From an optimization exercise on the open Yosys and OpenROAD flow, aimed at a short achievable clock period and few clock cycles per item; shortcuts taken in it are not production practice. Function was checked by simulation only, so behaviour that the tests miss may differ from the original. No activity file was given, so power comes from the tool's default toggle rates.

## run.sh

```bash
#!/bin/bash
# synth_recipe.tcl (not shown) runs the flow's synth.tcl, then flattens the netlist and writes it again
# the make line also repeats each setting of config.mk as NAME=value (left out here)
make -C /OpenROAD-flow-scripts/flow DESIGN_CONFIG=/design/flow/config.mk WORK_HOME=/design/flow/orfs CLKGATE_MAP_FILE= SYNTH_SCRIPT=/design/flow/synth_recipe.tcl finish
```

## design.v

```verilog
module qse_pacer (
    input  wire        clk,
    input  wire        rst,                
    input  wire [31:0] cfg_sample_rate,
    input  wire [31:0] cfg_carrier_freq,
    input  wire [31:0] cfg_bit_rate,
    input  wire [31:0] cfg_packet_size,
    input  wire [31:0] cfg_unit_size,
    input  wire [31:0] cfg_image_len,
    input  wire [31:0] cfg_strategy,
    input  wire [31:0] cfg_app_start,
    input  wire [31:0] cfg_sector_count,
    input  wire [31:0] cfg_pause_short_us,
    input  wire [31:0] cfg_pause_erase_us,
    input  wire [31:0] cfg_intro_us,
    input  wire [31:0] cfg_outro_us,
    input  wire        sect_we,
    input  wire [3:0]  sect_idx,
    input  wire [31:0] sect_data,
    input  wire        cmd_valid,
    output wire        cmd_ready,
    input  wire [1:0]  cmd_op,
    output reg         rsp_valid,
    output reg  [3:0]  rsp_err,
    output reg  [2:0]  rsp_kind,
    output reg  [31:0] rsp_addr,
    output reg  [47:0] rsp_nsym,
    output reg  [31:0] rsp_s,
    output reg  [31:0] rsp_p
);
    localparam [2:0] K_INTRO = 3'd1, K_PACKET = 3'd2, K_PAUSE_SHORT = 3'd3,
                     K_PAUSE_ERASE = 3'd4, K_OUTRO = 3'd5;
    reg [31:0] c_ps, c_u, c_len, c_app;
    reg        c_st0, c_sthi, c_scnt_big;
    reg [15:0] smask;            
    integer mi;
    always @(posedge clk) begin
        c_ps       <= cfg_packet_size;
        c_u        <= cfg_unit_size;
        c_len      <= cfg_image_len;
        c_app      <= cfg_app_start;
        c_st0      <= cfg_strategy[0];
        c_sthi     <= cfg_strategy[31:1] != 31'd0;
        c_scnt_big <= cfg_sector_count > 32'd16;
        for (mi = 0; mi < 16; mi = mi + 1)
            smask[mi] <= cfg_strategy[0] && (cfg_sector_count > mi);
    end
    reg        we_r;
    reg [3:0]  wi_r;
    reg [31:0] wd_r;
    reg [31:0] sect [0:15];
    always @(posedge clk) begin
        we_r <= sect_we;
        wi_r <= sect_idx;
        wd_r <= sect_data;
        if (we_r)
            sect[wi_r] <= wd_r;
    end
    wire [31:0] psmu, tgt0;
    qse_add2 u_add_psmu (.clk(clk), .a(c_ps), .b(~c_u), .cin(1'b1), .s(psmu));
    qse_add2 u_add_tgt0 (.clk(clk), .a(c_app), .b(psmu), .cin(1'b0), .s(tgt0));
    wire [41:0] q_intro, q_outro, q_short, q_erase;
    qse_blank u_blank (.clk(clk), .rst(rst), .br(cfg_bit_rate),
                       .us_0(cfg_intro_us), .us_1(cfg_outro_us),
                       .us_2(cfg_pause_short_us), .us_3(cfg_pause_erase_us),
                       .q_0(q_intro), .q_1(q_outro), .q_2(q_short), .q_3(q_erase));
    reg [47:0] pkt_nsym;         
    always @(posedge clk) begin
        pkt_nsym <= {14'd0, c_ps + 32'd20, 2'b00};
    end
    function [33:0] qse_add34;
        input [33:0] a, b;
        input        cin;
        reg [18:0] lo;
        reg [18:0] h1;
        reg [17:0] h0;
        begin
            lo = {1'b0, a[16:0], cin} + {1'b0, b[16:0], cin};
            h0 = {1'b0, a[33:17]} + {1'b0, b[33:17]};
            h1 = {1'b0, a[33:17], 1'b1} + {1'b0, b[33:17], 1'b1};
            qse_add34 = {lo[18] ? h1[17:1] : h0[16:0], lo[17:1]};
        end
    endfunction
    function [5:0] lzc;
        input [32:0] v;
        integer i;
        begin
            lzc = 6'd33;
            for (i = 0; i < 33; i = i + 1)
                if (v[i]) lzc = 6'd32 - i;
        end
    endfunction
    localparam [2:0] CS_IDLE = 3'd0, CS_DIV = 3'd1, CS_FIN1 = 3'd2, CS_FIN2 = 3'd3,
                     CS_FIN3 = 3'd4, CS_DONE = 3'd5;
    reg  [2:0] cs;
    reg        kick;             
    wire       dv_start = (sect_we & ~we_r) | kick;
    reg  [32:0] c_fc2, c_br;
    reg  [5:0]  c_lfc2, c_lbr;
    reg         dv_start_r, br_ge;
    always @(posedge clk) begin
        c_fc2      <= {cfg_carrier_freq, 1'b0};
        c_br       <= {1'b0, cfg_bit_rate};
        br_ge      <= {1'b0, cfg_bit_rate} >= {cfg_carrier_freq, 1'b0};
        c_lfc2     <= lzc({cfg_carrier_freq, 1'b0});
        c_lbr      <= lzc({1'b0, cfg_bit_rate});
        dv_start_r <= dv_start;
    end
    wire [32:0] c_n = br_ge ? c_br : c_fc2;
    wire [32:0] c_d = br_ge ? c_fc2 : c_br;
    wire [5:0]  c_ln = br_ge ? c_lbr : c_lfc2;
    wire [5:0]  c_ld = br_ge ? c_lfc2 : c_lbr;
    wire        dA, dB, dC, dD, dE;
    wire        zA, zB, zD, zE, nzA;    
    wire [32:0] qA, rA, qB, rB, qC, rC, qD, rD, qE, rE;
    qse_div u_div_a (.clk(clk), .rst(rst), .start(dv_start), .n({1'b0, cfg_sample_rate}), .d({1'b0, cfg_carrier_freq}),
                     .ln_i(lzc({1'b0, cfg_sample_rate})), .ld_i(lzc({1'b0, cfg_carrier_freq})),
                     .done(dA), .q(qA), .r(rA), .dz(zA), .nz(nzA));
    qse_div u_div_b (.clk(clk), .rst(rst), .start(dv_start), .n({1'b0, cfg_sample_rate}), .d({1'b0, cfg_bit_rate}),
                     .ln_i(lzc({1'b0, cfg_sample_rate})), .ld_i(lzc({1'b0, cfg_bit_rate})),
                     .done(dB), .q(qB), .r(rB), .dz(zB), .nz());
    qse_div u_div_c (.clk(clk), .rst(rst), .start(dv_start_r), .n(c_n), .d(c_d), .ln_i(c_ln), .ld_i(c_ld),
                     .done(dC), .q(qC), .r(rC), .dz(), .nz());
    qse_div u_div_d (.clk(clk), .rst(rst), .start(dv_start), .n({1'b0, cfg_unit_size}), .d({1'b0, cfg_packet_size}),
                     .ln_i(lzc({1'b0, cfg_unit_size})), .ld_i(lzc({1'b0, cfg_packet_size})),
                     .done(dD), .q(qD), .r(rD), .dz(zD), .nz());
    qse_div u_div_e (.clk(clk), .rst(rst), .start(dv_start), .n({1'b0, cfg_image_len}), .d({1'b0, cfg_unit_size}),
                     .ln_i(lzc({1'b0, cfg_image_len})), .ld_i(lzc({1'b0, cfg_unit_size})),
                     .done(dE), .q(qE), .r(rE), .dz(zE), .nz());
    wire all_done = dA & dB & dC & dD & dE;
    reg [31:0] ppu;
    reg [31:0] s_val, p_val;
    reg        ppu_is1;
    reg [31:0] units;
    reg        units_is1, units_zero;
    reg [3:0]  chk_err;
    reg [10:0] f_err;            
    reg [32:0] f_umr;            
    reg [32:0] lpu;              
    always @(posedge clk)
        lpu <= qse_add34({2'b0, c_len}, {2'b0, c_u}, 1'b0);
    reg        f_rnz;            
    reg [31:0] f_qe;             
    reg [32:0] f_pl;             
    reg [32:0] nap;              
    always @(posedge clk)
        nap <= 33'h100000000 - {1'b0, c_app};
    integer ei;
    always @(posedge clk) begin
        if (rst)
            cs <= CS_IDLE;
        else if (dv_start)
            cs <= CS_DIV;
        else if (cs == CS_DIV && all_done)
            cs <= CS_FIN1;
        else if (cs == CS_FIN1)
            cs <= CS_FIN2;
        else if (cs == CS_FIN2)
            cs <= CS_FIN3;
        else if (cs == CS_FIN3)
            cs <= CS_DONE;
    end
    always @(posedge clk) begin
        f_err[0]   <= c_sthi;
        f_err[1]   <= nzA || zA || zB || zD || zE;
        f_err[2]   <= rA != 33'd0;
        f_err[3]   <= rB != 33'd0;
        f_err[4]   <= qB[31] || rC != 33'd0;
        f_err[5]   <= c_ps > 32'd4096;
        f_err[6]   <= c_ps > c_u;
        f_err[7]   <= rD != 33'd0;
        f_err[9]   <= c_st0 && c_scnt_big;
        f_umr      <= qse_add34({1'b0, lpu}, {1'b1, ~rE}, 1'b1);
        f_rnz      <= rE != 33'd0;
        f_qe       <= qE[31:0];
        s_val      <= {qB[30:0], 1'b0};
        p_val      <= qA[31:0];
        ppu        <= qD[31:0];
        ppu_is1    <= qD == 33'd1;
        f_pl       <= f_rnz ? f_umr : {1'b0, c_len};
        units      <= f_qe + {31'd0, f_rnz};
        units_is1  <= units == 32'd1;
        units_zero <= units == 32'd0;
        f_err[8]   <= f_pl[32];
        f_err[10]  <= c_st0 && f_pl > nap;
        chk_err <= 4'd0;
        for (ei = 10; ei >= 0; ei = ei - 1)
            if (f_err[ei]) chk_err <= ei + 1;
    end
    wire chk_done = (cs == CS_DONE);
    reg  pend;                   
    reg  rdy;                    
    assign cmd_ready = rdy;
    wire acc     = cmd_valid & rdy;
    wire acc_chk = acc & (cmd_op == 2'd0);
    wire acc_run = acc & (cmd_op == 2'd1);
    wire acc_pul = acc & cmd_op[1];
    wire chk_rsp = (acc_chk | pend) & chk_done;
    reg        nk_i, nk_k, nk_z, nk_o;    
    reg [31:0] pk_addr;          
    reg [31:0] jleft;            
    reg        jlast;
    reg [31:0] uleft;            
    reg        ulast;
    reg [31:0] pk_next;          
    reg [31:0] tgt;              
    reg        hit;              
    integer hi;
    reg hit_c;
    always @* begin
        hit_c = 1'b0;
        for (hi = 0; hi < 16; hi = hi + 1)
            if (smask[hi] && sect[hi] == tgt) hit_c = 1'b1;
    end
    always @(posedge clk) begin
        rsp_s <= s_val;
        rsp_p <= p_val;
        rsp_addr <= pk_addr;
        rsp_kind <= nk_i ? K_INTRO : nk_k ? K_PACKET : nk_z ? (hit ? K_PAUSE_ERASE : K_PAUSE_SHORT) :
                    K_OUTRO;
        rsp_nsym <= nk_i ? {4'd0, q_intro, 2'b00} : nk_k ? pkt_nsym :
                    nk_z ? (hit ? {4'd0, q_erase, 2'b00} : {4'd0, q_short, 2'b00}) :
                    {4'd0, q_outro, 2'b00};
    end
    always @(posedge clk) begin
        if (rst) begin
            rsp_valid <= 1'b0;
            rsp_err   <= 4'd0;
            pend      <= 1'b0;
            rdy       <= 1'b1;
            kick      <= 1'b0;
            nk_i <= 1'b0; nk_k <= 1'b0; nk_z <= 1'b0; nk_o <= 1'b0;
        end else begin
            rsp_valid <= acc_run | acc_pul | chk_rsp;
            rsp_err   <= chk_rsp ? chk_err : 4'd0;
            kick      <= acc_chk && cs == CS_IDLE;
            if (chk_rsp) begin
                pend <= 1'b0;
                rdy  <= 1'b1;
            end else if (acc_chk) begin
                pend <= 1'b1;
                rdy  <= 1'b0;
            end
            if (acc_run) begin
                nk_i <= 1'b1; nk_k <= 1'b0; nk_z <= 1'b0; nk_o <= 1'b0;
            end else if (acc_pul) begin
                if (nk_i) begin
                    nk_i <= 1'b0;
                    nk_k <= ~units_zero;
                    nk_o <= units_zero;
                end
                if (nk_k && jlast) begin
                    nk_k <= 1'b0;
                    nk_z <= 1'b1;
                end
                if (nk_z) begin
                    nk_z <= 1'b0;
                    nk_k <= ~ulast;
                    nk_o <= ulast;
                end
                if (nk_o)
                    nk_o <= 1'b0;
            end
        end
    end
    always @(posedge clk) begin
        if (acc_run) begin
            pk_addr <= 32'd0;
            pk_next <= c_ps;
            tgt     <= tgt0;
            jleft   <= ppu;
            jlast   <= ppu_is1;
            uleft   <= units;
            ulast   <= units_is1;
        end else if (acc_pul) begin
            if (nk_k) begin
                pk_addr <= pk_next;
                pk_next <= qse_add34({2'b0, pk_next}, {2'b0, c_ps}, 1'b0);
                tgt     <= qse_add34({2'b0, tgt}, {2'b0, c_ps}, 1'b0);
                hit     <= hit_c;
                if (jlast) begin
                    jleft <= ppu;
                    jlast <= ppu_is1;
                end else begin
                    jleft <= jleft - 32'd1;
                    jlast <= jleft == 32'd2;
                end
            end
            if (nk_z) begin
                uleft <= uleft - 32'd1;
                ulast <= uleft == 32'd2;
            end
        end
    end
endmodule
module qse_div (
    input  wire        clk,
    input  wire        rst,
    input  wire        start,
    input  wire [32:0] n,
    input  wire [32:0] d,
    input  wire [5:0]  ln_i,     
    input  wire [5:0]  ld_i,     
    output reg         done,
    output reg  [32:0] q,
    output wire [32:0] r,
    output reg         dz,       
    output reg         nz        
);
    localparam [1:0] S_K = 2'd0, S_SHIFT = 2'd1, S_ITER = 2'd2, S_FIX = 2'd3;
    reg        busy;
    reg [1:0]  st;
    reg [33:0] pr;               
    reg [32:0] dd, ds;
    reg [6:0]  k;                
    reg [5:0]  ln, ld;
    reg        nar;              
    reg        ph;               
    reg [16:0] lo_r;
    reg        c_r;
    assign r = pr[32:0];
    wire        neg  = nar ? pr[18] : pr[33];
    wire        sub  = ~neg;
    wire [33:0] opx  = {1'b0, ds} ^ {34{sub}};
    wire [19:0] n19  = {pr[18:0], sub} + {opx[18:0], sub};
    wire [18:0] nres = n19[19:1];
    wire [18:0] w_lo = {1'b0, pr[16:0], sub} + {1'b0, opx[16:0], sub};
    wire [17:0] w_hi = {pr[33:17], c_r} + {opx[33:17], c_r};
    wire [33:0] res  = nar ? {pr[33:19], nres} : {w_hi[17:1], lo_r};
    wire        rneg = nar ? nres[18] : w_hi[17];
    wire        full = nar | ph;             
    wire fin = busy && ((st == S_SHIFT && (dz || k[6])) ||
                        (st == S_FIX && (!neg || full)));
    always @(posedge clk) begin
        if (rst) begin
            busy <= 1'b0;
            done <= 1'b0;
        end else if (start) begin
            busy <= 1'b1;
            done <= 1'b0;
        end else if (fin) begin
            busy <= 1'b0;
            done <= 1'b1;
        end
    end
    always @(posedge clk) begin
        lo_r <= w_lo[17:1];
        c_r  <= w_lo[18];
        if (start) begin
            st <= S_K;
            pr <= {1'b0, n};
            dd <= d;
            ln <= ln_i;
            ld <= ld_i;
            ph <= 1'b0;
        end else begin
            case (st)
                S_K: begin
                    k   <= {1'b0, ld} - {1'b0, ln};
                    dz  <= dd == 33'd0;
                    nz  <= pr[32:0] == 33'd0;
                    nar <= ln >= 6'd15;
                    q   <= 33'd0;
                    st  <= S_SHIFT;
                end
                S_SHIFT: begin
                    ds <= dd << k[5:0];
                    st <= S_ITER;
                end
                S_ITER: begin
                    if (busy) begin
                        ph <= ~full;
                        if (full) begin
                            pr <= res;
                            q  <= {q[31:0], ~rneg};
                            ds <= (k == 7'd0) ? dd : ds >> 1;
                            k  <= k - 7'd1;
                            if (k == 7'd0)
                                st <= S_FIX;
                        end
                    end
                end
                default: begin
                    if (busy && neg) begin
                        ph <= ~full;
                        if (full)
                            pr <= res;
                    end
                end
            endcase
        end
    end
endmodule
module qse_add2 (
    input  wire        clk,
    input  wire [31:0] a,
    input  wire [31:0] b,
    input  wire        cin,
    output reg  [31:0] s
);
    reg [16:0] lo;
    reg [15:0] h0, h1;
    wire [17:0] lox = {1'b0, a[15:0], cin} + {1'b0, b[15:0], cin};
    wire [16:0] h1x = {a[31:16], 1'b1} + {b[31:16], 1'b1};
    always @(posedge clk) begin
        lo <= lox[17:1];
        h0 <= a[31:16] + b[31:16];
        h1 <= h1x[16:1];
        s  <= {lo[16] ? h1 : h0, lo[15:0]};
    end
endmodule
module qse_blank (
    input  wire        clk,
    input  wire        rst,
    input  wire [31:0] br,
    input  wire [31:0] us_0,
    input  wire [31:0] us_1,
    input  wire [31:0] us_2,
    input  wire [31:0] us_3,
    output reg  [41:0] q_0,
    output reg  [41:0] q_1,
    output reg  [41:0] q_2,
    output reg  [41:0] q_3
);
    reg  [1:0] tg;
    reg [31:0] in_us, in_br;
    reg  [1:0] in_t;
    always @(posedge clk) begin
        tg    <= rst ? 2'd0 : tg + 2'd1;
        in_us <= tg[1] ? (tg[0] ? us_3 : us_2) : (tg[0] ? us_1 : us_0);
        in_br <= br;
        in_t  <= tg;
    end
    wire [63:0] pp0 = {32'd0, in_us & {32{in_br[0]}}};
    wire [63:0] pp1 = {31'd0, in_us & {32{in_br[1]}}, 1'd0};
    wire [63:0] pp2 = {30'd0, in_us & {32{in_br[2]}}, 2'd0};
    wire [63:0] pp3 = {29'd0, in_us & {32{in_br[3]}}, 3'd0};
    wire [63:0] pp4 = {28'd0, in_us & {32{in_br[4]}}, 4'd0};
    wire [63:0] pp5 = {27'd0, in_us & {32{in_br[5]}}, 5'd0};
    wire [63:0] pp6 = {26'd0, in_us & {32{in_br[6]}}, 6'd0};
    wire [63:0] pp7 = {25'd0, in_us & {32{in_br[7]}}, 7'd0};
    wire [63:0] pp8 = {24'd0, in_us & {32{in_br[8]}}, 8'd0};
    wire [63:0] pp9 = {23'd0, in_us & {32{in_br[9]}}, 9'd0};
    wire [63:0] pp10 = {22'd0, in_us & {32{in_br[10]}}, 10'd0};
    wire [63:0] pp11 = {21'd0, in_us & {32{in_br[11]}}, 11'd0};
    wire [63:0] pp12 = {20'd0, in_us & {32{in_br[12]}}, 12'd0};
    wire [63:0] pp13 = {19'd0, in_us & {32{in_br[13]}}, 13'd0};
    wire [63:0] pp14 = {18'd0, in_us & {32{in_br[14]}}, 14'd0};
    wire [63:0] pp15 = {17'd0, in_us & {32{in_br[15]}}, 15'd0};
    wire [63:0] pp16 = {16'd0, in_us & {32{in_br[16]}}, 16'd0};
    wire [63:0] pp17 = {15'd0, in_us & {32{in_br[17]}}, 17'd0};
    wire [63:0] pp18 = {14'd0, in_us & {32{in_br[18]}}, 18'd0};
    wire [63:0] pp19 = {13'd0, in_us & {32{in_br[19]}}, 19'd0};
    wire [63:0] pp20 = {12'd0, in_us & {32{in_br[20]}}, 20'd0};
    wire [63:0] pp21 = {11'd0, in_us & {32{in_br[21]}}, 21'd0};
    wire [63:0] pp22 = {10'd0, in_us & {32{in_br[22]}}, 22'd0};
    wire [63:0] pp23 = {9'd0, in_us & {32{in_br[23]}}, 23'd0};
    wire [63:0] pp24 = {8'd0, in_us & {32{in_br[24]}}, 24'd0};
    wire [63:0] pp25 = {7'd0, in_us & {32{in_br[25]}}, 25'd0};
    wire [63:0] pp26 = {6'd0, in_us & {32{in_br[26]}}, 26'd0};
    wire [63:0] pp27 = {5'd0, in_us & {32{in_br[27]}}, 27'd0};
    wire [63:0] pp28 = {4'd0, in_us & {32{in_br[28]}}, 28'd0};
    wire [63:0] pp29 = {3'd0, in_us & {32{in_br[29]}}, 29'd0};
    wire [63:0] pp30 = {2'd0, in_us & {32{in_br[30]}}, 30'd0};
    wire [63:0] pp31 = {1'd0, in_us & {32{in_br[31]}}, 31'd0};
    wire [63:0] al0s0 = pp0 ^ pp1 ^ pp2;
    wire [63:0] al0c0m = (pp0 & pp1) | (pp0 & pp2) | (pp1 & pp2);
    wire [63:0] al0c0 = {al0c0m[62:0], 1'b0};
    wire [63:0] al0s1 = pp3 ^ pp4 ^ pp5;
    wire [63:0] al0c1m = (pp3 & pp4) | (pp3 & pp5) | (pp4 & pp5);
    wire [63:0] al0c1 = {al0c1m[62:0], 1'b0};
    wire [63:0] al0s2 = pp6 ^ pp7 ^ pp8;
    wire [63:0] al0c2m = (pp6 & pp7) | (pp6 & pp8) | (pp7 & pp8);
    wire [63:0] al0c2 = {al0c2m[62:0], 1'b0};
    wire [63:0] al0s3 = pp9 ^ pp10 ^ pp11;
    wire [63:0] al0c3m = (pp9 & pp10) | (pp9 & pp11) | (pp10 & pp11);
    wire [63:0] al0c3 = {al0c3m[62:0], 1'b0};
    wire [63:0] al0s4 = pp12 ^ pp13 ^ pp14;
    wire [63:0] al0c4m = (pp12 & pp13) | (pp12 & pp14) | (pp13 & pp14);
    wire [63:0] al0c4 = {al0c4m[62:0], 1'b0};
    wire [63:0] al0s5 = pp15 ^ pp16 ^ pp17;
    wire [63:0] al0c5m = (pp15 & pp16) | (pp15 & pp17) | (pp16 & pp17);
    wire [63:0] al0c5 = {al0c5m[62:0], 1'b0};
    wire [63:0] al0s6 = pp18 ^ pp19 ^ pp20;
    wire [63:0] al0c6m = (pp18 & pp19) | (pp18 & pp20) | (pp19 & pp20);
    wire [63:0] al0c6 = {al0c6m[62:0], 1'b0};
    wire [63:0] al0s7 = pp21 ^ pp22 ^ pp23;
    wire [63:0] al0c7m = (pp21 & pp22) | (pp21 & pp23) | (pp22 & pp23);
    wire [63:0] al0c7 = {al0c7m[62:0], 1'b0};
    wire [63:0] al0s8 = pp24 ^ pp25 ^ pp26;
    wire [63:0] al0c8m = (pp24 & pp25) | (pp24 & pp26) | (pp25 & pp26);
    wire [63:0] al0c8 = {al0c8m[62:0], 1'b0};
    wire [63:0] al0s9 = pp27 ^ pp28 ^ pp29;
    wire [63:0] al0c9m = (pp27 & pp28) | (pp27 & pp29) | (pp28 & pp29);
    wire [63:0] al0c9 = {al0c9m[62:0], 1'b0};
    wire [63:0] al1s10 = al0s0 ^ al0c0 ^ al0s1;
    wire [63:0] al1c10m = (al0s0 & al0c0) | (al0s0 & al0s1) | (al0c0 & al0s1);
    wire [63:0] al1c10 = {al1c10m[62:0], 1'b0};
    wire [63:0] al1s11 = al0c1 ^ al0s2 ^ al0c2;
    wire [63:0] al1c11m = (al0c1 & al0s2) | (al0c1 & al0c2) | (al0s2 & al0c2);
    wire [63:0] al1c11 = {al1c11m[62:0], 1'b0};
    wire [63:0] al1s12 = al0s3 ^ al0c3 ^ al0s4;
    wire [63:0] al1c12m = (al0s3 & al0c3) | (al0s3 & al0s4) | (al0c3 & al0s4);
    wire [63:0] al1c12 = {al1c12m[62:0], 1'b0};
    wire [63:0] al1s13 = al0c4 ^ al0s5 ^ al0c5;
    wire [63:0] al1c13m = (al0c4 & al0s5) | (al0c4 & al0c5) | (al0s5 & al0c5);
    wire [63:0] al1c13 = {al1c13m[62:0], 1'b0};
    wire [63:0] al1s14 = al0s6 ^ al0c6 ^ al0s7;
    wire [63:0] al1c14m = (al0s6 & al0c6) | (al0s6 & al0s7) | (al0c6 & al0s7);
    wire [63:0] al1c14 = {al1c14m[62:0], 1'b0};
    wire [63:0] al1s15 = al0c7 ^ al0s8 ^ al0c8;
    wire [63:0] al1c15m = (al0c7 & al0s8) | (al0c7 & al0c8) | (al0s8 & al0c8);
    wire [63:0] al1c15 = {al1c15m[62:0], 1'b0};
    wire [63:0] al1s16 = al0s9 ^ al0c9 ^ pp30;
    wire [63:0] al1c16m = (al0s9 & al0c9) | (al0s9 & pp30) | (al0c9 & pp30);
    wire [63:0] al1c16 = {al1c16m[62:0], 1'b0};
    wire [63:0] al2s17 = al1s10 ^ al1c10 ^ al1s11;
    wire [63:0] al2c17m = (al1s10 & al1c10) | (al1s10 & al1s11) | (al1c10 & al1s11);
    wire [63:0] al2c17 = {al2c17m[62:0], 1'b0};
    wire [63:0] al2s18 = al1c11 ^ al1s12 ^ al1c12;
    wire [63:0] al2c18m = (al1c11 & al1s12) | (al1c11 & al1c12) | (al1s12 & al1c12);
    wire [63:0] al2c18 = {al2c18m[62:0], 1'b0};
    wire [63:0] al2s19 = al1s13 ^ al1c13 ^ al1s14;
    wire [63:0] al2c19m = (al1s13 & al1c13) | (al1s13 & al1s14) | (al1c13 & al1s14);
    wire [63:0] al2c19 = {al2c19m[62:0], 1'b0};
    wire [63:0] al2s20 = al1c14 ^ al1s15 ^ al1c15;
    wire [63:0] al2c20m = (al1c14 & al1s15) | (al1c14 & al1c15) | (al1s15 & al1c15);
    wire [63:0] al2c20 = {al2c20m[62:0], 1'b0};
    wire [63:0] al2s21 = al1s16 ^ al1c16 ^ pp31;
    wire [63:0] al2c21m = (al1s16 & al1c16) | (al1s16 & pp31) | (al1c16 & pp31);
    wire [63:0] al2c21 = {al2c21m[62:0], 1'b0};
    wire [63:0] al3s22 = al2s17 ^ al2c17 ^ al2s18;
    wire [63:0] al3c22m = (al2s17 & al2c17) | (al2s17 & al2s18) | (al2c17 & al2s18);
    wire [63:0] al3c22 = {al3c22m[62:0], 1'b0};
    wire [63:0] al3s23 = al2c18 ^ al2s19 ^ al2c19;
    wire [63:0] al3c23m = (al2c18 & al2s19) | (al2c18 & al2c19) | (al2s19 & al2c19);
    wire [63:0] al3c23 = {al3c23m[62:0], 1'b0};
    wire [63:0] al3s24 = al2s20 ^ al2c20 ^ al2s21;
    wire [63:0] al3c24m = (al2s20 & al2c20) | (al2s20 & al2s21) | (al2c20 & al2s21);
    wire [63:0] al3c24 = {al3c24m[62:0], 1'b0};
    reg [63:0] m1_0, m1_1, m1_2, m1_3, m1_4, m1_5, m1_6;
    reg  [1:0] m1_t;
    always @(posedge clk) begin
        m1_0 <= al3s22;
        m1_1 <= al3c22;
        m1_2 <= al3s23;
        m1_3 <= al3c23;
        m1_4 <= al3s24;
        m1_5 <= al3c24;
        m1_6 <= al2c21;
        m1_t <= in_t;
    end
    wire [63:0] bl0s0 = m1_0 ^ m1_1 ^ m1_2;
    wire [63:0] bl0c0m = (m1_0 & m1_1) | (m1_0 & m1_2) | (m1_1 & m1_2);
    wire [63:0] bl0c0 = {bl0c0m[62:0], 1'b0};
    wire [63:0] bl0s1 = m1_3 ^ m1_4 ^ m1_5;
    wire [63:0] bl0c1m = (m1_3 & m1_4) | (m1_3 & m1_5) | (m1_4 & m1_5);
    wire [63:0] bl0c1 = {bl0c1m[62:0], 1'b0};
    wire [63:0] bl1s2 = bl0s0 ^ bl0c0 ^ bl0s1;
    wire [63:0] bl1c2m = (bl0s0 & bl0c0) | (bl0s0 & bl0s1) | (bl0c0 & bl0s1);
    wire [63:0] bl1c2 = {bl1c2m[62:0], 1'b0};
    wire [63:0] bl2s3 = bl1s2 ^ bl1c2 ^ bl0c1;
    wire [63:0] bl2c3m = (bl1s2 & bl1c2) | (bl1s2 & bl0c1) | (bl1c2 & bl0c1);
    wire [63:0] bl2c3 = {bl2c3m[62:0], 1'b0};
    wire [63:0] bl3s4 = bl2s3 ^ bl2c3 ^ m1_6;
    wire [63:0] bl3c4m = (bl2s3 & bl2c3) | (bl2s3 & m1_6) | (bl2c3 & m1_6);
    wire [63:0] bl3c4 = {bl3c4m[62:0], 1'b0};
    reg [63:0] m2_s, m2_c;
    reg  [1:0] m2_t;
    always @(posedge clk) begin
        m2_s <= bl3s4;
        m2_c <= bl3c4;
        m2_t <= m1_t;
    end
    wire [16:0] m3_a0 = {1'b0, m2_s[15:0]} + {1'b0, m2_c[15:0]};
    wire [17:0] m3_b0 = {1'b0, m2_s[15:0], 1'b1} + {1'b0, m2_c[15:0], 1'b1};
    wire [16:0] m3_a1 = {1'b0, m2_s[31:16]} + {1'b0, m2_c[31:16]};
    wire [17:0] m3_b1 = {1'b0, m2_s[31:16], 1'b1} + {1'b0, m2_c[31:16], 1'b1};
    wire [16:0] m3_a2 = {1'b0, m2_s[47:32]} + {1'b0, m2_c[47:32]};
    wire [17:0] m3_b2 = {1'b0, m2_s[47:32], 1'b1} + {1'b0, m2_c[47:32], 1'b1};
    wire [16:0] m3_a3 = {1'b0, m2_s[63:48]} + {1'b0, m2_c[63:48]};
    wire [17:0] m3_b3 = {1'b0, m2_s[63:48], 1'b1} + {1'b0, m2_c[63:48], 1'b1};
    reg [16:0] m3_x0, m3_y0, m3_x1, m3_y1, m3_x2, m3_y2, m3_x3, m3_y3;
    reg  [1:0] m3_t;
    always @(posedge clk) begin
        m3_x0 <= m3_a0;
        m3_y0 <= m3_b0[17:1];
        m3_x1 <= m3_a1;
        m3_y1 <= m3_b1[17:1];
        m3_x2 <= m3_a2;
        m3_y2 <= m3_b2[17:1];
        m3_x3 <= m3_a3;
        m3_y3 <= m3_b3[17:1];
        m3_t  <= m2_t;
    end
    wire c16 = m3_x0[16];
    wire c32 = c16 ? m3_y1[16] : m3_x1[16];
    wire c48 = c32 ? m3_y2[16] : m3_x2[16];
    reg [54:0] y;            
    reg  [1:0] y_t;
    always @(posedge clk) begin
        y   <= {c48 ? m3_y3[15:0] : m3_x3[15:0], c32 ? m3_y2[15:0] : m3_x2[15:0],
                c16 ? m3_y1[15:0] : m3_x1[15:0], m3_x0[15:9]};
        y_t <= m3_t;
    end
    wire [54:0] yn = ~y;
    wire [110:0] yr0 = {55'd0, y, 1'd0};
    wire [110:0] yr1 = {53'd0, y, 3'd0};
    wire [110:0] yr2 = {51'd0, yn, 5'd0};
    wire [110:0] yr3 = {49'd0, y, 7'd0};
    wire [110:0] yr4 = {46'd0, yn, 10'd0};
    wire [110:0] yr5 = {44'd0, yn, 12'd0};
    wire [110:0] yr6 = {41'd0, yn, 15'd0};
    wire [110:0] yr7 = {36'd0, yn, 20'd0};
    wire [110:0] yr8 = {34'd0, yn, 22'd0};
    wire [110:0] yr9 = {31'd0, yn, 25'd0};
    wire [110:0] yr10 = {29'd0, y, 27'd0};
    wire [110:0] yr11 = {24'd0, y, 32'd0};
    wire [110:0] yr12 = {22'd0, yn, 34'd0};
    wire [110:0] yr13 = {18'd0, yn, 38'd0};
    wire [110:0] yr14 = {13'd0, yn, 43'd0};
    wire [110:0] yr15 = {10'd0, y, 46'd0};
    wire [110:0] yr16 = {7'd0, yn, 49'd0};
    wire [110:0] yr17 = {5'd0, y, 51'd0};
    wire [110:0] yr18 = {1'd0, y, 55'd0};
    wire [110:0] yrc = 111'd2575538583124184470418254141101088;
    wire [110:0] cl0s0 = yr0 ^ yr1 ^ yr2;
    wire [110:0] cl0c0m = (yr0 & yr1) | (yr0 & yr2) | (yr1 & yr2);
    wire [110:0] cl0c0 = {cl0c0m[109:0], 1'b0};
    wire [110:0] cl0s1 = yr3 ^ yr4 ^ yr5;
    wire [110:0] cl0c1m = (yr3 & yr4) | (yr3 & yr5) | (yr4 & yr5);
    wire [110:0] cl0c1 = {cl0c1m[109:0], 1'b0};
    wire [110:0] cl0s2 = yr6 ^ yr7 ^ yr8;
    wire [110:0] cl0c2m = (yr6 & yr7) | (yr6 & yr8) | (yr7 & yr8);
    wire [110:0] cl0c2 = {cl0c2m[109:0], 1'b0};
    wire [110:0] cl0s3 = yr9 ^ yr10 ^ yr11;
    wire [110:0] cl0c3m = (yr9 & yr10) | (yr9 & yr11) | (yr10 & yr11);
    wire [110:0] cl0c3 = {cl0c3m[109:0], 1'b0};
    wire [110:0] cl0s4 = yr12 ^ yr13 ^ yr14;
    wire [110:0] cl0c4m = (yr12 & yr13) | (yr12 & yr14) | (yr13 & yr14);
    wire [110:0] cl0c4 = {cl0c4m[109:0], 1'b0};
    wire [110:0] cl0s5 = yr15 ^ yr16 ^ yr17;
    wire [110:0] cl0c5m = (yr15 & yr16) | (yr15 & yr17) | (yr16 & yr17);
    wire [110:0] cl0c5 = {cl0c5m[109:0], 1'b0};
    wire [110:0] cl1s6 = cl0s0 ^ cl0c0 ^ cl0s1;
    wire [110:0] cl1c6m = (cl0s0 & cl0c0) | (cl0s0 & cl0s1) | (cl0c0 & cl0s1);
    wire [110:0] cl1c6 = {cl1c6m[109:0], 1'b0};
    wire [110:0] cl1s7 = cl0c1 ^ cl0s2 ^ cl0c2;
    wire [110:0] cl1c7m = (cl0c1 & cl0s2) | (cl0c1 & cl0c2) | (cl0s2 & cl0c2);
    wire [110:0] cl1c7 = {cl1c7m[109:0], 1'b0};
    wire [110:0] cl1s8 = cl0s3 ^ cl0c3 ^ cl0s4;
    wire [110:0] cl1c8m = (cl0s3 & cl0c3) | (cl0s3 & cl0s4) | (cl0c3 & cl0s4);
    wire [110:0] cl1c8 = {cl1c8m[109:0], 1'b0};
    wire [110:0] cl1s9 = cl0c4 ^ cl0s5 ^ cl0c5;
    wire [110:0] cl1c9m = (cl0c4 & cl0s5) | (cl0c4 & cl0c5) | (cl0s5 & cl0c5);
    wire [110:0] cl1c9 = {cl1c9m[109:0], 1'b0};
    wire [110:0] cl2s10 = cl1s6 ^ cl1c6 ^ cl1s7;
    wire [110:0] cl2c10m = (cl1s6 & cl1c6) | (cl1s6 & cl1s7) | (cl1c6 & cl1s7);
    wire [110:0] cl2c10 = {cl2c10m[109:0], 1'b0};
    wire [110:0] cl2s11 = cl1c7 ^ cl1s8 ^ cl1c8;
    wire [110:0] cl2c11m = (cl1c7 & cl1s8) | (cl1c7 & cl1c8) | (cl1s8 & cl1c8);
    wire [110:0] cl2c11 = {cl2c11m[109:0], 1'b0};
    wire [110:0] cl2s12 = cl1s9 ^ cl1c9 ^ yr18;
    wire [110:0] cl2c12m = (cl1s9 & cl1c9) | (cl1s9 & yr18) | (cl1c9 & yr18);
    wire [110:0] cl2c12 = {cl2c12m[109:0], 1'b0};
    reg [110:0] n1_0, n1_1, n1_2, n1_3, n1_4, n1_5, n1_6;
    reg  [1:0] n1_t;
    always @(posedge clk) begin
        n1_0 <= cl2s10;
        n1_1 <= cl2c10;
        n1_2 <= cl2s11;
        n1_3 <= cl2c11;
        n1_4 <= cl2s12;
        n1_5 <= cl2c12;
        n1_6 <= yrc;
        n1_t <= y_t;
    end
    wire [110:0] dl0s0 = n1_0 ^ n1_1 ^ n1_2;
    wire [110:0] dl0c0m = (n1_0 & n1_1) | (n1_0 & n1_2) | (n1_1 & n1_2);
    wire [110:0] dl0c0 = {dl0c0m[109:0], 1'b0};
    wire [110:0] dl0s1 = n1_3 ^ n1_4 ^ n1_5;
    wire [110:0] dl0c1m = (n1_3 & n1_4) | (n1_3 & n1_5) | (n1_4 & n1_5);
    wire [110:0] dl0c1 = {dl0c1m[109:0], 1'b0};
    wire [110:0] dl1s2 = dl0s0 ^ dl0c0 ^ dl0s1;
    wire [110:0] dl1c2m = (dl0s0 & dl0c0) | (dl0s0 & dl0s1) | (dl0c0 & dl0s1);
    wire [110:0] dl1c2 = {dl1c2m[109:0], 1'b0};
    wire [110:0] dl2s3 = dl1s2 ^ dl1c2 ^ dl0c1;
    wire [110:0] dl2c3m = (dl1s2 & dl1c2) | (dl1s2 & dl0c1) | (dl1c2 & dl0c1);
    wire [110:0] dl2c3 = {dl2c3m[109:0], 1'b0};
    reg [110:0] n2_0, n2_1, n2_2;
    reg  [1:0] n2_t;
    always @(posedge clk) begin
        n2_0 <= dl2s3;
        n2_1 <= dl2c3;
        n2_2 <= n1_6;
        n2_t <= n1_t;
    end
    wire [110:0] el0s0 = n2_0 ^ n2_1 ^ n2_2;
    wire [110:0] el0c0m = (n2_0 & n2_1) | (n2_0 & n2_2) | (n2_1 & n2_2);
    wire [110:0] el0c0 = {el0c0m[109:0], 1'b0};
    wire [35:0] n3_c0 = {1'b0, el0s0[34:0]} + {1'b0, el0c0[34:0]};
    wire [34:0] n3_c1a = {1'b0, el0s0[68:35]} + {1'b0, el0c0[68:35]};
    wire [35:0] n3_c1b = {1'b0, el0s0[68:35], 1'b1} + {1'b0, el0c0[68:35], 1'b1};
    reg [41:0] n3_s, n3_c;
    reg        n3_k, n3_g0, n3_g1;
    reg  [1:0] n3_t;
    always @(posedge clk) begin
        n3_s  <= el0s0[110:69];
        n3_c  <= el0c0[110:69];
        n3_k  <= n3_c0[35];
        n3_g0 <= n3_c1a[34];
        n3_g1 <= n3_c1b[35];
        n3_t  <= n2_t;
    end
    wire       n3_cy = n3_k ? n3_g1 : n3_g0;
    wire [22:0] n4_sx = {1'b0, n3_s[20:0], n3_cy} + {1'b0, n3_c[20:0], n3_cy};
    wire [21:0] n4_sum = n4_sx[22:1];
    reg [20:0] n4_lo;
    reg [20:0] n4_s, n4_c;
    reg        n4_cy;
    reg  [1:0] n4_t;
    always @(posedge clk) begin
        n4_lo <= n4_sum[20:0];
        n4_cy <= n4_sum[21];
        n4_s  <= n3_s[41:21];
        n4_c  <= n3_c[41:21];
        n4_t  <= n3_t;
    end
    wire [21:0] q_hx = {n4_s, n4_cy} + {n4_c, n4_cy};
    wire [41:0] qv = {q_hx[21:1], n4_lo};
    always @(posedge clk) begin
        if (n4_t == 2'd0) q_0 <= qv;
        if (n4_t == 2'd1) q_1 <= qv;
        if (n4_t == 2'd2) q_2 <= qv;
        if (n4_t == 2'd3) q_3 <= qv;
    end
endmodule
```

## config.mk

```make
export PLATFORM = sky130hd
export DESIGN_NAME = qse_pacer
export DESIGN_NICKNAME = qse_pacer
export VERILOG_FILES = /design/flow/design.v
export SDC_FILE = /design/flow/constraint.sdc
export NUM_CORES = 4
export LEC_CHECK = 0
export CAP_MARGIN = 20
export CORE_MARGIN = 2
export CORE_UTILIZATION = 40
export PLACE_DENSITY = 0.6
export SETUP_SLACK_MARGIN = 5
export SLEW_MARGIN = 20
```

## constraint.sdc

```tcl
create_clock -name core_clock -period 8.0 [get_ports {clk}]
set_input_delay 1.6000 -clock core_clock [delete_from_list [all_inputs] [get_ports {clk}]]
set_output_delay 1.6000 -clock core_clock [all_outputs]
set_load 0.01 [all_outputs]
```

==> run notes <==
## metrics by stage
| stage | worst slack [ps] | power, W |
|---|---|---|
| after floorplan | 3900 | 0.0719 |
| after global placement | 3010 | 0.0915 |
| final | 4320 | 0.121 |
| after global routing | 4210 | 0.131 |
| after CTS | 4440 | 0.118 |
| after detailed placement | 2910 | 0.0925 |
## report_power, final
part	total, W	internal, W	leakage (nW)	switching [W]
registers	0.0335	0.0297	34.7	0.00380
clock network	0.0205	0.0118	7.19	0.00868
logic	0.0675	0.0294	65.7	0.0381
## cells by family (layout without fill, tap and decap cells)
family | count (synthesis) | in the layout | share of synthesized area
adder cells (fa/ha/maj) | 2928 | 2928 | 0.236
multiplexers | 720 | 726 | 0.0417
other | 1 | 73 | 0.0000177
XOR/XNOR | 1310 | 1310 | 0.0541
AO/OA/AOI/OAI | 2444 | 2447 | 0.0725
flip-flops | 3951 | 3951 | 0.445
buffers and inverters | 3037 | 4870 | 0.0540
AND/OR/NAND/NOR | 4043 | 4044 | 0.0970
## cell type report
type / instances / area [sq um]
diodes: 66 / 165
clock buffers: 591 / 12400
clock inverters: 190 / 2150
fillers: 46500 / 269000
inverters: 2347 / 9030
multi-input cells: 11500 / 113000
flip-flops and latches: 3951 / 94800
well taps: 6994 / 8750
repair buffers: 1737 / 19000
repair inverters: 5 / 36.3
## flip-flops by register name, indices dropped and copies added (netlist names), 59 cells and up
signal        cells
sect            512
u_blank.n2_0    105
u_blank.n2_1    100
u_blank.n1_2     81
u_blank.n1_0     72
u_blank.n1_4     71
u_blank.n1_3     63
u_blank.n1_1     62
u_blank.n1_5     59
## final timing paths
| kind | slack, ps | startpoint | depth (start not counted) | end |
|---|---|---|---|---|
| worst max register to register | 4320 | u_div_e.nar$_DFFE_PP_ | 15 | u_div_e.pr[17]$_DFFE_PP_ |
| worst min register to register | 300 | s_val[9]$_DFF_P_ | 0 | rsp_s[9]$_DFF_P_ |
| worst min-delay path | 300 | s_val[9]$_DFF_P_ | 0 | rsp_s[9]$_DFF_P_ |
| worst max-delay path | 4320 | u_div_e.nar$_DFFE_PP_ | 15 | u_div_e.pr[17]$_DFFE_PP_ |
## timing repair
item | 4_1_cts | 5_1_grt
endpoints found under the hold margin | 0 | 0
pin swaps | 652 | 653
resized for setup | 1932 | 995
cloned | 55 | 23
setup endpoints to repair | 1486 | 886
buffers inserted | 609 | 198
hold buffers | 0 | 0
## per-layer routing
metal	GRT usage	wire (um)
met1	0.327	280000
met3	0.0450	56500
met4	0.106	36100
met5	0	208
met2	0.391	312000
## cells in the mapped netlist, types with 182 or more instances
cell type     n
a21o_1      182
a21oi_1     765
and2_1      987
clkbuf_1    588
dfxtp_1    2430
edfxtp_1   1521
fa_1       1780
ha_1       1148
inv_1      2337
mux2_2      344
mux2i_1     279
nand2_1    1063
nand3_1     187
nand4_1     204
nor2_1      710
nor3_1      200
nor4_1      231
o21ai_0     595
xnor2_1     981
xor2_1      329
==> summary.txt <==
worst path bufs/invs - 2
Core Util, Final - 0.490
# IOs - 611
pin count of the biggest net entering global routing - 142
Detailed Route Iter0 Violations - 12500
Synth Warn # - 4
Worst slew margin - 0.146
FFs w/ async S/R, synth - 0
global-route wire length before repair - 979000 um
Nets - 23300
area leader, netlist - dfxtp_1
Starting Density - 0.401
Leak Pwr - 108 nW
fin crit share - 0.460
Reg clk slew, reported paths - 70 ps
Final Hold Viols - 0
worst hold margin - 296 ps
Cells after Synth - 18400
fraction of layout instances using a drive strength above 1 - 0.198
VDD IR max - 0.348 mV
drt wl/cell - 25.0 um
Hold/Removal Path Class - flip-flop to flip-flop
die area - 536000 sq um
Max Cap Viol - 0
RSZ-0062 raised after global routing - yes
dpl cell area - 227000 sq um
antenna violations before repair - 89
Top FF cell, synth - dfxtp_1
top cell type's share of synthesized area - 0.229
max incr delay on CP - 450 ps
Worst setup EP type - flip-flop
Die Y - 732 um
data required time of the worst path - 8780 ps
Worst-Margin Slew - 1280 ps
CORE AREA - 528000 sq um
I/O Buffers - 603
final WL - 684000 um
antenna-violating nets left - 0
DIE WIDTH - 732 um
most frequent cells in the layout - 2233 x dfxtp_1, 2127 x inv_1, 1632 x fa_1
skew final - 60.9 ps
Top delay family on crit path - compound AO/OA/AOI/OAI gates
fmax - 0.272 GHz
Post-synth EDFFs - 1521
GR Util All Layers - 0.245
vias - 145000
Clock Latency Late Sink - 1030 ps
register area share after synthesis - 0.445
Yosys reg bits - 3951
Pwr Density - 469 nW/um^2
cell mode on critical path - a31oi_2
Final Non-Filler Cells - 27300
clock sink count - 3951
Slowest-stage cell, CP - edfxtp_1
max-slew violations - 0
vias per inst - 5.30
drt pass-1 iters - 6
std cell rows - 267
vias in the first global route - 145000
gpl congestion - 0.908
mapped cell area - 212000 sq um
final instance area - 259000 sq um
total grt overflow - 0
crit path DAT - 4450 ps
detailed placement HPWL - 451000 um
Fin Setup TNS - 0 ps
Distinct cells, synth - 96
outcome - finished clean
critical path type - flip-flop to flip-flop
CTS tree - yes
Synth Area per Inst - 11.5 sq um
most common library cell in the layout ignoring fill and taps - dfxtp_1
Final Setup Violations - 0
Area contributors post-synth - dfxtp_1 23%, edfxtp_1 22%, fa_1 17%, ha_1 6.8%, inv_1 4.1%
minimum clock period - 3680 ps
# DRC - 0
CTS Root Cell - clkbuf_16
Placed Cells - 25600
CP Cell Sequence - buf_12 -> mux2i_4 -> buf_12 -> xor2_2 -> ha_1 -> and2_4 -> a32oi_4 -> a31oi_2 -> o2111ai_2 -> a31oi_2 -> a31oi_2 -> nand2b_4 -> nor2b_4 -> nor3_2 -> o32a_1
total clock buffers created by CTS - 421
largest fanout on the critical path - 8
crit path launch type - flip-flop
area added between synthesis and finish - 22.2%
CTS HTree Levels - 5
Clock Path Buffers - 4
Testbench counts, summed over its fixed seeds: cycles 3,947, commands 1,643.

==> static timing again, ports no longer ideal <==
How much do the figures lean on ideal ports? The routed layout below was timed once more, with nothing changed but the port constraints. Step 1 sets driving cells, clkbuf_16 on the clock port and buf_2 on the other inputs (assumed; they add their load-dependent delay and slew). Step 2 adds t to the input delays and takes it off the output delays; t is the mean of the earliest and latest rising clock arrival at the registers after step 1. Input paths then give back, and output paths get back, about the clock's delay inside the block. a / b / c = ideal ports / drivers / drivers and shift; a / b = the first two.
t (ns): 1.131
slack for setup (ns): 4.321 / 4.321 / 3.926
latest minus earliest clock arrival (ns): 0.070 / 0.071
slew at the worst register clock pin (ns): 0.07 / 0.07
pins driven straight from the clock port: 1
After both steps setup and hold are still met in this run. The setup slack of this run moves by 0.000 ns with the drivers and by -0.395 ns with both steps.
